Background: an optimization exercise with open tools, aiming at small area, a short achievable clock period and few clock cycles. Do not read the settings as production practice.
Where RTL was checked, it was by simulation tests only, not by an equivalence proof against the original.
Power figures rest on the tool's default switching activity, not on a simulated workload.

## sha256_core
module sha256_core (
    input  wire         clk,
    input  wire         rst,         
    input  wire         start,
    input  wire [13:0]  len,         
    output wire         ready,
    input  wire         in_valid,
    input  wire [31:0]  in_data,
    output wire         in_ready,
    output reg          done,
    output wire [255:0] digest
);
clock: 10.0 ns
lec_check: 0
cap_margin: 20
core_margin: 4
core_utilization: 60
slew_margin: 20
standard.sh (not shown) runs the stock make flow with config.mk's settings and CLKGATE_MAP_FILE= SYNTH_SCRIPT=/design/flow/synth_recipe.tcl, a recipe that flattens the netlist after the stock synthesis.
==> flow/flow/run.sh <==
#!/bin/bash
# Own flow: the standard layout (standard synthesis, floorplan, placement,
# CTS, routing) run through standard.sh, with three changes to how the layout
# is made: a tighter setup-repair target, single-drive port buffers, and CTS
# with larger sink clusters and without dummy loads. The full make output goes
# to standard_flow.log; ORFS keeps each step's own log under orfs/logs/.
set -euo pipefail
SETUP_MARGIN=${SETUP_MARGIN:-5.5}
bash standard.sh \
  SETUP_SLACK_MARGIN=$SETUP_MARGIN \
  "BUFFER_PORTS_ARGS=-buffer_cell sky130_fd_sc_hd__buf_1" \
  "CTS_ARGS=-sink_clustering_enable -repair_clock_nets -dont_use_dummy_load -sink_clustering_size 30 -sink_clustering_max_diameter 100" \
  finish > standard_flow.log 2>&1
The first run completed without violations.
Then changed:
--- a/flow/config.mk
+++ b/flow/config.mk
@@ -8,4 +8,5 @@
 export CAP_MARGIN = 20
-export CORE_MARGIN = 4
-export CORE_UTILIZATION = 60
+export CORE_MARGIN = 2
+export CORE_UTILIZATION = 70
+export PLACE_DENSITY = 0.78
 export SLEW_MARGIN = 20
Outcome: The new run finished clean; setup slack loses 0.28 ns; clock power barely changes; die area falls by 17%; critical path depth does not change; via count rises by 5.0%; worst hold slack gains 0.0076 ns; clock skew falls by 0.011 ns; utilization rises by 11 points; global-route usage rises by 7.4 points.
No functional check of the RTL was part of any run of this note.

Another version of the RTL of sha256_core (not shown whole).
For scale: about 45,000 um2 of cells after synthesis.
==> flow/config.mk <==
export PLATFORM = sky130hd
export DESIGN_NAME = sha256_core
export DESIGN_NICKNAME = sha256_core
export VERILOG_FILES = /design/flow/design.v
export SDC_FILE = /design/flow/constraint.sdc
export NUM_CORES = 4
export LEC_CHECK = 0
export CAP_MARGIN = 20
export CORE_MARGIN = 4
export CORE_UTILIZATION = 65
export PLACE_DENSITY = 0.68
export SLEW_MARGIN = 20
==> flow/constraint.sdc <==
create_clock -name core_clock -period 10.0 [get_ports {clk}]
set_input_delay 2.0000 -clock core_clock [delete_from_list [all_inputs] [get_ports {clk}]]
set_output_delay 2.0000 -clock core_clock [all_outputs]
set_load 0.01 [all_outputs]
==> flow/flow/run.sh <==
#!/bin/bash
# Own flow: the standard layout (standard synthesis, floorplan, placement,
# CTS, routing) run through standard.sh, with three changes to how the layout
# is made: a tighter setup-repair target, single-drive port buffers, and CTS
# with larger sink clusters and without dummy loads. The full make output goes
# to standard_flow.log; ORFS keeps each step's own log under orfs/logs/.
set -euo pipefail
SETUP_MARGIN=${SETUP_MARGIN:-5.5}
bash standard.sh \
  SETUP_SLACK_MARGIN=$SETUP_MARGIN \
  "BUFFER_PORTS_ARGS=-buffer_cell sky130_fd_sc_hd__buf_1" \
  "CTS_ARGS=-sink_clustering_enable -repair_clock_nets -dont_use_dummy_load -sink_clustering_size 20 -sink_clustering_max_diameter 80" \
  finish > standard_flow.log 2>&1
The first run completed without violations.
Testbench counts at the start, summed over its fixed seeds: cycles 53,064.
Then changed:
- CAP_MARGIN: 20 -> 10
- CORE_UTILIZATION: 65 -> 60
- PLACE_DENSITY: 0.68 -> unset
- SLEW_MARGIN: 20 -> 10
Outcome:
- The changed run completed without violations
- total power goes down by 3.9%
- setup slack gets better by 0.12 ns
- cell area drops by 0.71%
- non-clock buffer count shrinks by 21
- wire length came out lower by 3.9%
- utilization drops by 6.1 points
Then changed:
--- a/flow/flow/run.sh
+++ b/flow/flow/run.sh
@@ -10,4 +10,4 @@
   SETUP_SLACK_MARGIN=$SETUP_MARGIN \
   "BUFFER_PORTS_ARGS=-buffer_cell sky130_fd_sc_hd__buf_1" \
-  "CTS_ARGS=-sink_clustering_enable -repair_clock_nets -dont_use_dummy_load -sink_clustering_size 20 -sink_clustering_max_diameter 80" \
+  "CTS_ARGS=-sink_clustering_enable -repair_clock_nets -dont_use_dummy_load -sink_clustering_size 14 -sink_clustering_max_diameter 60 -buf_list sky130_fd_sc_hd__clkbuf_8" \
   finish > standard_flow.log 2>&1
- CAP_MARGIN: 10 -> 20
- SLEW_MARGIN: 10 -> 20
Critical path depth stays the same.
Setup slack is better by 0.027 ns.
Final cell count came out higher by 0.51%.
Die area stays the same.
Fmax grows by 0.62%.
Hold slack stays flat.
Clock power went down by about 16%.
Final area shrinks by about 0.9%.
Total power drops by about 3.6%.
Wire length is higher by 0.31%.
Then changed:
--- a/flow/flow/run.sh
+++ b/flow/flow/run.sh
@@ -6,8 +6,8 @@
 # to standard_flow.log; ORFS keeps each step's own log under orfs/logs/.
 set -euo pipefail
-SETUP_MARGIN=${SETUP_MARGIN:-5.5}
+SETUP_MARGIN=${SETUP_MARGIN:-5.3}
 bash standard.sh \
   SETUP_SLACK_MARGIN=$SETUP_MARGIN \
   "BUFFER_PORTS_ARGS=-buffer_cell sky130_fd_sc_hd__buf_1" \
-  "CTS_ARGS=-sink_clustering_enable -repair_clock_nets -dont_use_dummy_load -sink_clustering_size 14 -sink_clustering_max_diameter 60 -buf_list sky130_fd_sc_hd__clkbuf_8" \
+  "CTS_ARGS=-sink_clustering_enable -repair_clock_nets -dont_use_dummy_load -sink_clustering_size 20 -sink_clustering_max_diameter 80" \
   finish > standard_flow.log 2>&1
Outcome: The changed run completed without violations; non-clock buffer count drops by 15; area after synthesis stays the same; utilization barely changes; routed wire length goes down slightly; count of clock-buffer cells in the layout goes down by 26; final area barely changes; register-to-register slack loses 0.09 ns; global-route usage is about the same; power came out higher slightly; worst setup slack loses 0.092 ns; die area is unchanged.
Then changed:
--- a/flow/flow/run.sh
+++ b/flow/flow/run.sh
@@ -6,5 +6,5 @@
 # to standard_flow.log; ORFS keeps each step's own log under orfs/logs/.
 set -euo pipefail
-SETUP_MARGIN=${SETUP_MARGIN:-5.3}
+SETUP_MARGIN=${SETUP_MARGIN:-6.0}
 bash standard.sh \
   SETUP_SLACK_MARGIN=$SETUP_MARGIN \
The new run finished with timing, DRC and antenna clean.
Combinational power goes up by well over a third.
Routed wire length rose by a few percent.
Sequential share of layout area is lower by 2.6 points.
Non-clock buffer count went up by 130.
Core utilization climbs by 4.3 points.
Power goes up by about a fifth.

== west ==
sha256_core, a different RTL version from the one above (not shown whole).
For scale: ~5300 cells after synthesis, roughly 1100 flip-flops, roughly 310 I/O pins, roughly 48000 sq um of cells after synthesis.
## sha256_core
module sha256_core (
    input  wire         clk,
    input  wire         rst,         
    input  wire         start,
    input  wire [13:0]  len,         
    output wire         ready,
    input  wire         in_valid,
    input  wire [31:0]  in_data,
    output wire         in_ready,
    output reg          done,
    output wire [255:0] digest
);
    reg [1:0]  ph;           
    reg        run, fin;     
    reg [5:0]  kt;           
    reg        cur_first;    
    reg        cur_last;     
    reg        nf;           
    reg [31:0] a, b, c, d, e, f, g, p;
    reg [31:0] kw;           
    reg [31:0] w [0:15];
    reg [31:0] ra [0:3];     
    reg [31:0] re [0:3];     
    reg        busy;         
    reg        loading;      
    reg        pend;         
    reg        pend_first, pend_last;
    reg [13:0] mlen;
    reg [8:0]  blk, lastblk;
    reg        bfirst, blast;
    reg [12:0] hw_left;      
    reg        hw_nz, hw_one;
    reg [1:0]  rem;
    reg        p80;          
    reg [3:0]  j;            
    reg [3:0]  dsl;          
    reg [3:0]  sc;           
    integer i;
    reg [31:0] k1;
    always @(*) begin
        case (kt)
            6'd0:  k1 = 32'h71374491; 6'd1:  k1 = 32'hb5c0fbcf;
            6'd2:  k1 = 32'he9b5dba5; 6'd3:  k1 = 32'h3956c25b;
            6'd4:  k1 = 32'h59f111f1; 6'd5:  k1 = 32'h923f82a4;
            6'd6:  k1 = 32'hab1c5ed5; 6'd7:  k1 = 32'hd807aa98;
            6'd8:  k1 = 32'h12835b01; 6'd9:  k1 = 32'h243185be;
            6'd10: k1 = 32'h550c7dc3; 6'd11: k1 = 32'h72be5d74;
            6'd12: k1 = 32'h80deb1fe; 6'd13: k1 = 32'h9bdc06a7;
            6'd14: k1 = 32'hc19bf174; 6'd15: k1 = 32'he49b69c1;
            6'd16: k1 = 32'hefbe4786; 6'd17: k1 = 32'h0fc19dc6;
            6'd18: k1 = 32'h240ca1cc; 6'd19: k1 = 32'h2de92c6f;
            6'd20: k1 = 32'h4a7484aa; 6'd21: k1 = 32'h5cb0a9dc;
            6'd22: k1 = 32'h76f988da; 6'd23: k1 = 32'h983e5152;
            6'd24: k1 = 32'ha831c66d; 6'd25: k1 = 32'hb00327c8;
            6'd26: k1 = 32'hbf597fc7; 6'd27: k1 = 32'hc6e00bf3;
            6'd28: k1 = 32'hd5a79147; 6'd29: k1 = 32'h06ca6351;
            6'd30: k1 = 32'h14292967; 6'd31: k1 = 32'h27b70a85;
            6'd32: k1 = 32'h2e1b2138; 6'd33: k1 = 32'h4d2c6dfc;
            6'd34: k1 = 32'h53380d13; 6'd35: k1 = 32'h650a7354;
  ...
export LEC_CHECK = 0
export ABC_AREA = 1
export CAP_MARGIN = 20
export CORE_MARGIN = 2
export CORE_UTILIZATION = 55
export SETUP_SLACK_MARGIN = 5
export SLEW_MARGIN = 20
create_clock -name core_clock -period 10.0 [get_ports {clk}]
run.sh (not shown) runs the stock make flow with config.mk's settings and CLKGATE_MAP_FILE= SYNTH_SCRIPT=/design/flow/synth_recipe.tcl, a recipe that flattens the netlist after the stock synthesis.
Stock flow here: none of the scripts above is used.
Input-level comparison between south and west:
- ABC_AREA removed (was 1)
[summary]
Worst supply voltage drop on vdd ends up higher on south.
On worst slew margin relative to its limit, the lower figure sits with south, not west.
Compared with west, in south sequential share of layout area now sits higher; via count now sits lower; gate count after technology mapping now sits lower.
Taking south over west, the number of distinct standard cells referenced by the synthesized netlist ratio works out to 1.4.
Comparing west and south, clock-buffer cell count is higher on south.
In the tables for west and south, detailed-routed wire length on met2 reads higher with west.
No functional check of the RTL was part of any run of this note.

-- static timing again, ports no longer ideal --
No port has a modelled driver above. Below, the same layouts with a new extraction and two added sets of constraints. Step 1, drivers: a clkbuf_16 drives clk and a buf_2 each remaining input, both assumed. Step 2 times the ports against the registers' clock, not the clock port: input delays grow and output delays shrink by t, the midpoint of the rising clock arrivals with the driver on. Three values: ideal, step 1, step 2; two values: the first two.
| run | t (ns) | setup slack, ns | worst setup path at the end |
|---|---|---|---|
| the first run of note 1 | 0.675 | 5.295 / 5.295 / 5.295 | register to register |
| the second run of note 1 | 0.687 | 5.010 / 5.010 / 5.010 | register to register |
| the first run of note 2 | 0.678 | 5.463 / 5.463 / 5.342 | input to register |
| the second run of note 2 | 0.665 | 5.579 / 5.579 / 5.416 | input to register |
| the third run of note 2 | 0.754 | 5.606 / 5.606 / 5.403 | input to register |
| the fourth run of note 2 | 0.664 | 5.515 / 5.515 / 5.416 | input to register |
| the fifth run of note 2 | 0.669 | 5.605 / 5.605 / 5.451 | input to register |
| west | 0.788 | 5.157 / 5.157 / 5.157 | register to register |
| south | 0.750 | 5.097 / 5.097 / 4.751 | input to register |
After both steps setup and hold are still met in every run listed. For south, which loses most, drivers alone change the setup slack by 0.000 ns; drivers and shift together by -0.346 ns.
